This design comes from an exercise in tuning for small area on the open sky130 flow, not from production work. In this exercise RTL edits were held to simulation tests only and were not proved equivalent to the original. No driver is modelled on the clock port, so clock power and skew are understated where the tree is cut down; a real chip needs a root buffer or a tree. Power figures rest on the tool's default switching activity, not on a simulated workload.

Setup of lane 1:
// quantizer_link
module quantizer_link (
    input  wire        clk,
    input  wire        rst_s,
    input  wire        trig_in,
    input  wire        sample_valid,
    input  wire [15:0] sample_raw,
    input  wire        tu_tick,
    input  wire        tx_tick,
    output wire [7:0]  bus_out,
    output wire        fault_out,
    output wire        ready,
    input  wire        rst_r,
    input  wire        cap_in,
    input  wire        frt_tick,
    input  wire [7:0]  bus_in,
    output wire [7:0]  duty_a_out,
    output wire [7:0]  duty_b_out,
    output wire        alert_out
);
    ql_sampler u_su (
        .clk          (clk),
        .rst          (rst_s),
        .trig_in      (trig_in),
        .sample_valid (sample_valid),
        .sample_raw   (sample_raw),
        .tu_tick      (tu_tick),
        .tx_tick      (tx_tick),
        .bus_out      (bus_out),
        .fault_out    (fault_out),
        .ready        (ready)
    );
    ql_receiver u_ru (
        .clk        (clk),
        .rst        (rst_r),
        .cap_in     (cap_in),
        .frt_tick   (frt_tick),
        .bus_in     (bus_in),
        .duty_a_out (duty_a_out),
        .duty_b_out (duty_b_out),
        .alert_out  (alert_out)
    );
endmodule
Size in the first run: about 150 cells after synthesis, ~60 I/O pins, about 1400 um2 of cells after synthesis.
==> module ql_receiver, before the edit <==
module ql_receiver (
    input  wire       clk,
    input  wire       rst,            
    input  wire       cap_in,
    input  wire       frt_tick,
    input  wire [7:0] bus_in,
    output wire [7:0] duty_a_out,
    output wire [7:0] duty_b_out,
    output wire       alert_out
);
    localparam [14:0] DET_MASK = 15'h7aef;
    localparam [14:0] DET_VAL  = 15'h3da6 & 15'h7aef;
    reg [14:0] lfsr;
    reg        alert;
    reg        cap_prev_n;     
    reg        cap_pend;
    reg [4:0]  duty;
    reg [4:0] duty_new;
    always @(*) begin
        case (bus_in[4:0])
            5'd0: duty_new = 5'd4;
            5'd1: duty_new = 5'd4;
            5'd2: duty_new = 5'd5;
            5'd3: duty_new = 5'd5;
            5'd4: duty_new = 5'd6;
            5'd5: duty_new = 5'd7;
            5'd6: duty_new = 5'd7;
            5'd7: duty_new = 5'd8;
            5'd8: duty_new = 5'd9;
            5'd9: duty_new = 5'd9;
            5'd10: duty_new = 5'd10;
            5'd11: duty_new = 5'd10;
            5'd12: duty_new = 5'd11;
            5'd13: duty_new = 5'd12;
            5'd14: duty_new = 5'd12;
            5'd15: duty_new = 5'd13;
            5'd16: duty_new = 5'd14;
            5'd17: duty_new = 5'd14;
            5'd18: duty_new = 5'd15;
            5'd19: duty_new = 5'd15;
            5'd20: duty_new = 5'd16;
            5'd21: duty_new = 5'd17;
            5'd22: duty_new = 5'd17;
            5'd23: duty_new = 5'd18;
            5'd24: duty_new = 5'd19;
            5'd25: duty_new = 5'd19;
            5'd26: duty_new = 5'd20;
            5'd27: duty_new = 5'd20;
            5'd28: duty_new = 5'd21;
            5'd29: duty_new = 5'd22;
            5'd30: duty_new = 5'd22;
            5'd31: duty_new = 5'd23;
            default: duty_new = 5'd0;
        endcase
    end
    wire [14:0] lfsr_next = {lfsr[13:0], ~(lfsr[14] ^ lfsr[3])};
    wire        expired   = (lfsr & DET_MASK) == DET_VAL;
    always @(posedge clk) begin
        if (rst) begin
            lfsr     <= 15'd0;
            alert    <= 1'b0;
            cap_prev_n <= 1'b0;
            cap_pend <= 1'b0;
            duty     <= 5'd0;
        end else begin
            cap_prev_n <= !cap_in;
            cap_pend <= cap_prev_n && cap_in;
            if (cap_prev_n && cap_in)
                lfsr <= 15'd0;
            else if (frt_tick)
                lfsr <= lfsr_next;
            if (cap_pend) begin
                alert <= 1'b0;
                duty  <= duty_new;
            end else if (expired) begin
                alert <= 1'b1;
            end
        end
    end
    assign duty_a_out = {3'b000, duty};
    assign duty_b_out = {3'b000, duty};
    assign alert_out  = alert;
endmodule
==> flow/config.mk <==
export PLATFORM = sky130hd
export DESIGN_NAME = quantizer_link
export DESIGN_NICKNAME = quantizer_link
export VERILOG_FILES = /design/flow/design.v
export SDC_FILE = /design/flow/constraint.sdc
export NUM_CORES = 4
export LEC_CHECK = 0
export CAP_MARGIN = 20
export CORE_AREA = 2 2 60 60
export DIE_AREA = 0 0 62 62
export PLACE_DENSITY = 0.8
export SLEW_MARGIN = 20
==> flow/constraint.sdc <==
create_clock -name core_clock -period 5.0 [get_ports {clk}]
set_input_delay 1.0000 -clock core_clock [delete_from_list [all_inputs] [get_ports {clk}]]
set_output_delay 1.0000 -clock core_clock [all_outputs]
set_load 0.01 [all_outputs]
standard.sh (not shown) runs the stock make flow with config.mk's settings and CLKGATE_MAP_FILE= SYNTH_SCRIPT=/design/flow/synth_recipe.tcl, a recipe that flattens the netlist after the stock synthesis.
==> flow/flow/run.sh <==
#!/bin/bash
# Own layout flow: the standard ORFS flow, with
#  - an area-oriented ABC mapping script in synthesis, without the adder-cell step
#    (registers unchanged),
#  - the smallest buffer (buf_1) on every input and output port,
#  - one tie cell shared by the constant outputs,
#  - a one-level clock tree (manual_cts.tcl) in place of TritonCTS's H-tree.
# Each tool's output goes to a log file in this folder.
set -euo pipefail
W=$(pwd)
rm -rf "$W/scripts_c"
cp -r "$FLOW_HOME/scripts" "$W/scripts_c"
cp "$W/flow/abc_area.script" "$W/scripts_c/abc_speed.script"
sed -i 's|^log_cmd clock_tree_synthesis .*|source $::env(MANUAL_CTS_TCL); manual_cts $::env(MANUAL_CTS_TARGET) $::env(MANUAL_CTS_CHOICES)|' "$W/scripts_c/cts.tcl"
grep -q manual_cts "$W/scripts_c/cts.tcl"
export SCRIPTS_DIR="$W/scripts_c"
export MANUAL_CTS_TCL="$W/flow/manual_cts.tcl"
B=sky130_fd_sc_hd_
export MANUAL_CTS_TARGET=0.112
export MANUAL_CTS_CHOICES="{${B}_buf_4 ${B}_buf_4 ${B}_buf_4} {${B}_buf_6 ${B}_buf_6} {${B}_buf_4 ${B}_buf_4 ${B}_buf_4 ${B}_buf_4} {${B}_clkbuf_8 ${B}_clkbuf_8} {${B}_buf_8 ${B}_buf_8} {${B}_buf_6 ${B}_buf_6 ${B}_buf_6}"
export BUFFER_PORTS_ARGS="-buffer_cell sky130_fd_sc_hd__buf_1"
export SKIP_REPAIR_TIE_FANOUT=1
export ADDER_MAP_FILE=
bash standard.sh > "$W/standard.log" 2>&1
Other scripts of this flow, unchanged in this note and not shown: flow/flow/abc_area.script, flow/flow/manual_cts.tcl
#### Input delta (lane 2 over lane 1)
-- flow/design.v --
<<< lane 1, line 65
    reg [14:0] lfsr;
    reg        alert;
    reg        cap_prev_n;     
    reg        cap_pend;
    reg [4:0]  duty;
>>> lane 2, line 65
    reg [14:0] lfsr;
    reg        alert;
    reg        cap_prev;
    reg        cap_pend;
    reg [4:0]  duty;
<<< lane 1, line 112
            lfsr     <= 15'd0;
            alert    <= 1'b0;
            cap_prev_n <= 1'b0;
            cap_pend <= 1'b0;
            duty     <= 5'd0;
        end else begin
            cap_prev_n <= !cap_in;
            cap_pend <= cap_prev_n && cap_in;
            if (cap_prev_n && cap_in)
                lfsr <= 15'd0;
            else if (frt_tick)
                lfsr <= lfsr_next;
            if (cap_pend) begin
                alert <= 1'b0;
                duty  <= duty_new;
            end else if (expired) begin
                alert <= 1'b1;
            end
        end
>>> lane 2, line 112
            lfsr     <= 15'd0;
            alert    <= 1'b0;
            cap_prev <= 1'b1;
            cap_pend <= 1'b0;
            duty     <= 5'd0;
        end else begin
            cap_prev <= cap_in;
            cap_pend <= !cap_prev && cap_in;
            if (cap_pend) begin
                alert <= 1'b0;
                lfsr  <= {14'd0, frt_tick};
                duty  <= duty_new;
            end else begin
                if (frt_tick)
                    lfsr <= lfsr_next;
                if (expired)
                    alert <= 1'b1;
            end
        end
[summary]
Going from lane 1 to lane 2, wire length of the first global-routing pass lost 5.2%, wire length on met2 lost about 3.6%, post-layout instance area picked up an extra 0.79%, power neither gained nor lost much, flip-flop and latch count neither gained nor lost much.
Per the comparison of lane 2 with lane 1, post-cts gate resize count roughly the same, fraction of synthesized cell area in xor and xnor cells comparable, clock network fraction of design power down 0.3 points.
Cmp lane 2 vs lane 1: post-detailed-placement cell area higher in lane 2
Lower combined global-route utilization of all metal layers was reported by lane 2, not lane 1.
No run of this note takes its clock network from TritonCTS; it comes from the design's own scripts or RTL.

==> re-timing with driven ports <==
No port has a modelled driver above. Below, the same layouts with a new extraction and two added sets of constraints. Step 1: set_driving_cell puts a clkbuf_16 on clk and a buf_2 on each other input, an assumption about the parent block. Step 2 also shifts input and output timing later by t, the mid clock arrival at the registers, as if the neighbouring blocks saw the same clock. Slacks: ideal ports / drivers / drivers and shift; pairs: ideal ports / drivers.
| run | t, ns | slack for setup (ns) | pins driven straight from the clock port |
|---|---|---|---|
| lane 1 | 0.177 | 2.029 / 2.042 / 1.865 | 3 |
| lane 2 | 0.177 | 2.103 / 2.121 / 1.944 | 3 |
After both steps setup and hold are still met in every run listed. For lane 1, which loses most, drivers alone change the setup slack by +0.013 ns; drivers and shift together by -0.164 ns.
